Background: an optimization exercise with open tools, aiming at small area, a short achievable clock period and few clock cycles per item. Do not read the settings as production practice.
At most, simulation tests tie the RTL to the original design; equivalence was not proved.

## old
==> flow/design.v (excerpt) <==
module modbus_master #(
    parameter COUNT_MAX = 125
) (
    input  wire        clk,
    input  wire        rst,           
    input  wire        req_valid,
    output wire        req_ready,
    input  wire [7:0]  req_slave,
    input  wire [15:0] req_addr,
    input  wire [15:0] req_count,
    output wire        tx_valid,
    input  wire        tx_ready,
    output wire [7:0]  tx_data,
    input  wire        rx_valid,
    output wire        rx_ready,
    input  wire [7:0]  rx_data,
    input  wire        tmo,
    output wire        res_valid,
    input  wire        res_ready,
    output wire [15:0] res_data,
    output wire [2:0]  res_status,
    output wire        res_last
);
For scale: roughly 4,100 cells after synthesis, ~87 I/O pins, roughly 0.069 mm^2 of cells after synthesis.
==> flow/config.mk <==
export PLATFORM = sky130hd
export DESIGN_NAME = modbus_master
export DESIGN_NICKNAME = modbus_master
export VERILOG_FILES = /design/flow/design.v
export SDC_FILE = /design/flow/constraint.sdc
export NUM_CORES = 4
export LEC_CHECK = 0
export CAP_MARGIN = 20
export CORE_MARGIN = 2
export CORE_UTILIZATION = 68
export CTS_CLUSTER_DIAMETER = 75
export CTS_CLUSTER_SIZE = 30
export PLACE_DENSITY = 0.8
export SLEW_MARGIN = 20
==> flow/constraint.sdc <==
create_clock -name core_clock -period 9.0 [get_ports {clk}]
set_input_delay 1.8000 -clock core_clock [delete_from_list [all_inputs] [get_ports {clk}]]
set_output_delay 1.8000 -clock core_clock [all_outputs]
set_load 0.01 [all_outputs]
standard.sh (not shown) runs the stock make flow with config.mk's settings and CLKGATE_MAP_FILE= SYNTH_SCRIPT=/design/flow/synth_recipe.tcl, a recipe that flattens the netlist after the stock synthesis.
==> flow/flow/run.sh <==
#!/bin/bash
set -euo pipefail
bash standard.sh SETUP_SLACK_MARGIN=5.9 finish > orfs_make.log 2>&1
old finished every step from synthesis to the final layout, and the layout passed the timing, design-rule and antenna checks.
Testbench counts of old, summed over its fixed seeds: cycles 16,705, transactions 320.
What new does differently from old at the input level:
--- a/flow/design.v
+++ b/flow/design.v
@@ -112,26 +112,33 @@
     wire lo_blk  = !al || guard;
     wire last_now = (left == 9'd1);
     wire last_nxt = rx_hs ? (left == 9'd2) : last_now;
     wire fin_blk  = !room || tq || refp;
     wire tmo_hit = inwin && tmo && !(rx_hs && last_now);
     wire win_end = inwin && (tmo_hit || (rx_hs && last_now));
     wire rdw_c = rd_act && rd_rem != 7'd0;        
     wire rds_c = rd_act && rd_rem == 7'd0;        
     wire free  = !rv || res_ready;
     wire rd_word = free && rdw_c;
     wire qne   = |q_v;
     wire pop   = qne && (!rd_act || (rds_c && free));
-    wire [7:0] xs = {1'b0, p} - {1'b0, q_s0[qrp]};
-    wire [6:0] xl = xs[7] ? xs[6:0] + NW : xs[6:0];
+    wire [6:0] p1 = (p == NW - 1) ? 7'd0 : p + 7'd1;
+    wire [QB-1:0] qrp1 = qrp + 1'b1;
+    wire [6:0] s_cur = (push && qwp == qrp) ? s0m : q_s0[qrp];
+    wire [6:0] s_nxt = (push && qwp == qrp1) ? s0m : q_s0[qrp1];
+    wire [7:0] xs_cur = {1'b0, p1} - {1'b0, s_cur};
+    wire [7:0] xs_nxt = {1'b0, p1} - {1'b0, s_nxt};
+    wire [6:0] xl_cur = xs_cur[7] ? xs_cur[6:0] + NW : xs_cur[6:0];
+    wire [6:0] xl_nxt = xs_nxt[7] ? xs_nxt[6:0] + NW : xs_nxt[6:0];
+    reg  [6:0] xlr;
     wire [6:0] x_m1 = (x == 7'd0) ? NW - 1 : x - 7'd1;
     wire [6:0] x_p1 = (x == NW - 1) ? 7'd0 : x + 7'd1;
     wire res_done = rv && res_ready && rlast;
     always @(posedge clk) begin
         if (rst) begin
             g <= 8'd0; p <= 7'd0;
             idle <= 1'b1; frz <= 1'b0; rdy_q <= 1'b0; refp <= 1'b0;
             txv <= 1'b0;
             inwin <= 1'b0; rxr <= 1'b0; tq <= 1'b0;
             w0 <= 1'b1;
             qwp <= 0; qrp <= 0; q_v <= 0;
             rd_act <= 1'b0; rv <= 1'b0;
@@ -246,25 +253,26 @@
         if (we && w0) s0m <= p;
         iage <= (we && w0) ? 9'd0 : (iage == 9'h1FF) ? iage : iage + 9'd1;
         if (push) begin
             q_st[qwp]  <= push_st;
             q_cnt[qwp] <= push_cnt;
             q_s0[qwp]  <= s0m;
         end
         if (pop) begin
             rd_st  <= q_st[qrp];
             rd_rem <= q_cnt[qrp];
         end else if (rd_word)
             rd_rem <= rd_rem - 7'd1;
-        x <= pop ? xl : rd_word ? x_m1 : x_p1;
+        x <= pop ? xlr : rd_word ? x_m1 : x_p1;
+        xlr <= pop ? xl_nxt : xl_cur;
         if (free) begin
             rdat  <= rword;
             rstat <= rdw_c ? ST_OK : rd_st;
             rlast <= !rdw_c;
         end
         if (!dv) begin
             dage <= iage + 9'd1;
             dsat <= (iage == 9'h1FF);
         end else begin
             if (dage == 9'h1FF) dsat <= 1'b1;
             if (rd_word && !dsat) dage <= (dage == 9'd0) ? 9'd0 : dage - 9'd1;
             else if (dage != 9'h1FF) dage <= dage + 9'd1;
new reached the end of the flow, and the finished layout is clean on the timing, design-rule and antenna checks.
Taking old as the reference, in new maximum cell stage delay along the critical path now sits lower, buffer count from post-CTS setup fixing climbed 20, synthesized cell count grew by 4.5%, met3 routed wirelength decreased by about 6% relative to the old numbers.
As of new, inverter count of the layout excluding clock inverters had fallen by a few percent compared to old.
Cmp new and old / cell count along the critical path / higher: new
No functional check of the RTL was part of new.

== before ==
Starting RTL as in the previous note.
==> flow/config.mk <==
export PLATFORM = sky130hd
export DESIGN_NAME = modbus_master
export DESIGN_NICKNAME = modbus_master
export VERILOG_FILES = /design/flow/design.v
export SDC_FILE = /design/flow/constraint.sdc
export NUM_CORES = 4
export LEC_CHECK = 0
export CAP_MARGIN = 20
export CORE_MARGIN = 2
export CORE_UTILIZATION = 55
export CTS_CLUSTER_DIAMETER = 75
export CTS_CLUSTER_SIZE = 30
export PLACE_DENSITY = 0.7
export SETUP_SLACK_MARGIN = 5
export SLEW_MARGIN = 20
==> flow/constraint.sdc <==
create_clock -name core_clock -period 9.0 [get_ports {clk}]
set_input_delay 1.8000 -clock core_clock [delete_from_list [all_inputs] [get_ports {clk}]]
set_output_delay 1.8000 -clock core_clock [all_outputs]
set_load 0.01 [all_outputs]
run.sh (not shown) runs the stock make flow with config.mk's settings and CLKGATE_MAP_FILE= SYNTH_SCRIPT=/design/flow/synth_recipe.tcl, a recipe that flattens the netlist after the stock synthesis.
Stock flow here: none of the scripts above is used.
Testbench counts of before, summed over its fixed seeds: cycles 16,705, transactions 320.
[inputs] after vs before
--- a/flow/design.v
+++ b/flow/design.v
@@ -60,15 +60,15 @@
     reg  [7:0]  tgtm;               
     reg  [6:0]  s0m;                
     reg  [8:0]  iage;               
     reg  [2:0]  q_st  [0:QD-1];
     reg  [6:0]  q_cnt [0:QD-1];
     reg  [6:0]  q_s0  [0:QD-1];
     reg  [QB-1:0] qwp, qrp;
-    reg  [QD-1:0] q_v;              
+    reg  [QB:0] qn;
     reg         rd_act;             
     reg  [2:0]  rd_st;
     reg  [6:0]  rd_rem;             
     reg  [6:0]  x;                  
     reg  [8:0]  dage;               
     reg         dsat;
     reg         rv;
@@ -81,32 +81,33 @@
     reg  [16*NW-1:0] ring;
     wire [15:0] rword = ring[x*16 +: 16];
     wire        we = vq && qlo;
     always @(posedge clk)
         ring <= {ring[16*(NW-1)-1:0], we ? {hb, rxd_q} : ring[16*NW-1 -: 16]};
     wire [7:0] crc_in = inwin ? rxd_q : txd;
     reg [15:0] crc_next;
-    integer k, qi;
+    integer k;
     always @(*) begin
         crc_next = crc ^ {8'h00, crc_in};
         for (k = 0; k < 8; k = k + 1)
             crc_next = crc_next[0] ? ((crc_next >> 1) ^ 16'hA001) : (crc_next >> 1);
     end
     wire       fin = vq && qc1;
     wire [2:0] fin_st = (bad_crc || rxd_q != crc[15:8]) ? ST_CRC16 :
                         bad_af  ? ST_ADDR_FUNC :
                         bad_len ? ST_LENGTH : ST_OK;
-    wire       room = !(&q_v);
+    wire       room = (qn != QD);
     wire       push = fin || ((tq || refp) && room);
     wire [2:0] push_st = tq ? ST_TIMEOUT : refp ? ST_REFUSED : fin_st;
     wire [6:0] push_cnt = (fin && fin_st == ST_OK) ? acount : 7'd0;
     wire [QD-1:0] q_has;
     genvar gi;
     generate for (gi = 0; gi < QD; gi = gi + 1) begin : g_has
-        assign q_has[gi] = q_v[gi] && (q_cnt[gi] != 7'd0);
+        wire [QB-1:0] off = gi[QB-1:0] - qrp;
+        assign q_has[gi] = ({1'b0, off} < qn) && (q_cnt[gi] != 7'd0);
     end endgenerate
     wire dv = (rd_act && rd_rem != 7'd0) || (|q_has);
     wire cur_lo  = (hdr == 2'd3) && (left > 9'd2) && par;
     wire cur_hi  = (hdr == 2'd3) && (left > 9'd2) && !par;
     wire al      = (vq && qlo) || (w0 ? g[0] : (g == tgtm));
     wire guard   = dv && (dsat || dage >= 2*NW - 10);
     wire lo_blk  = !al || guard;
@@ -115,29 +116,29 @@
     wire fin_blk  = !room || tq || refp;
     wire tmo_hit = inwin && tmo && !(rx_hs && last_now);
     wire win_end = inwin && (tmo_hit || (rx_hs && last_now));
     wire rdw_c = rd_act && rd_rem != 7'd0;        
     wire rds_c = rd_act && rd_rem == 7'd0;        
     wire free  = !rv || res_ready;
     wire rd_word = free && rdw_c;
-    wire qne   = |q_v;
+    wire qne   = (qn != 0);
     wire pop   = qne && (!rd_act || (rds_c && free));
     wire [7:0] xs = {1'b0, p} - {1'b0, q_s0[qrp]};
     wire [6:0] xl = xs[7] ? xs[6:0] + NW : xs[6:0];
     wire [6:0] x_m1 = (x == 7'd0) ? NW - 1 : x - 7'd1;
     wire [6:0] x_p1 = (x == NW - 1) ? 7'd0 : x + 7'd1;
     wire res_done = rv && res_ready && rlast;
     always @(posedge clk) begin
         if (rst) begin
             g <= 8'd0; p <= 7'd0;
             idle <= 1'b1; frz <= 1'b0; rdy_q <= 1'b0; refp <= 1'b0;
             txv <= 1'b0;
             inwin <= 1'b0; rxr <= 1'b0; tq <= 1'b0;
             w0 <= 1'b1;
-            qwp <= 0; qrp <= 0; q_v <= 0;
+            qwp <= 0; qrp <= 0; qn <= 0;
             rd_act <= 1'b0; rv <= 1'b0;
         end else begin
             g <= (g == 2*NW - 1) ? 8'd0 : g + 8'd1;
             p <= (p == NW - 1) ? 7'd0 : p + 7'd1;
             rdy_q <= ((idle && !(req_hs && !big)) || win_end) &&
                      req_valid && !frz && !req_hs && !(refp && !(room && !tq)) &&
                      !(tq && !room) && !(win_end && tmo_hit);
@@ -168,18 +169,19 @@
                     rxr <= !(((rx_hs ? cur_hi : cur_lo) && lo_blk) || (last_nxt && fin_blk));
                 end
             end
             if (tq && room) tq <= 1'b0;
             if (we) w0 <= 1'b0;
             if (push) qwp <= qwp + 1'b1;
             if (pop) qrp <= qrp + 1'b1;
-            for (qi = 0; qi < QD; qi = qi + 1) begin
-                if (push && qwp == qi) q_v[qi] <= 1'b1;
-                else if (pop && qrp == qi) q_v[qi] <= 1'b0;
-            end
+            case ({push, pop})
+                2'b10: qn <= qn + 1'b1;
+                2'b01: qn <= qn - 1'b1;
+                default: ;
+            endcase
             if (pop)
                 rd_act <= 1'b1;
             else if (rds_c && free)
                 rd_act <= 1'b0;
             if (free)
                 rv <= rd_act;
         end
==> comparison <==
Layout net count (after over before): decrease, 0.59%. For before, the critical path capture point was rdat[7], unlike after, where it was qn[2]. Compared with before, in after number of stages on the worst setup path climbed 4; global-route track usage on met1 dropped 2.1 points; clock tree cell share of total cell area climbed 0.15 points. Re final worst-path setup slack: after is 0.13 ns up on before. Post-synthesis share of cell area spent on and, or, nand and nor gates of after is on par with before. Compared to before, after has mean instance size in the synthesized netlist 0.077 um^2 higher. Clock sink total: after vs before — no meaningful difference. | core area | after vs before | 0.90% lower |. Summary of after over before: sequential share of the synthesized area increased by 0.15 points relative to the old numbers, final-layout worst hold slack closely matched the old numbers.
Testbench counts of after, summed over its fixed seeds: cycles 16,705, transactions 320.

==> what the ideal ports hide <==
No port has a modelled driver above. Below, the same layouts with a new extraction and two added sets of constraints. Step 1: set_driving_cell puts a clkbuf_16 on clk and a buf_2 on each other input, an assumption about the parent block. Step 2 adds t to the input delays and takes it off the output delays; t is the mean of the earliest and latest rising clock arrival at the registers after step 1. Input paths then give back, and output paths get back, about the clock's delay inside the block. a / b / c = ideal ports / drivers / drivers and shift; a / b = the first two.
run | t (ns) | slack for setup (ns) | hold WS [ns] | worst register clock-pin slew, ns | cell pins on the clock port's net
old | 0.758 | 5.734 / 5.664 / 5.264 | 0.328 / 0.328 / 0.328 | 0.11 / 0.11 | 1
new | 0.771 | 5.660 / 5.660 / 5.370 | 0.330 / 0.330 / 0.330 | 0.12 / 0.12 | 1
before | 0.771 | 5.057 / 5.057 / 4.463 | 0.331 / 0.331 / 0.331 | 0.11 / 0.11 | 1
after | 0.766 | 5.188 / 5.231 / 4.465 | 0.329 / 0.329 / 0.329 | 0.11 / 0.11 | 1
After both steps every run listed still meets setup and hold. For after, which loses most, drivers alone change the setup slack by +0.043 ns; drivers and shift together by -0.723 ns.
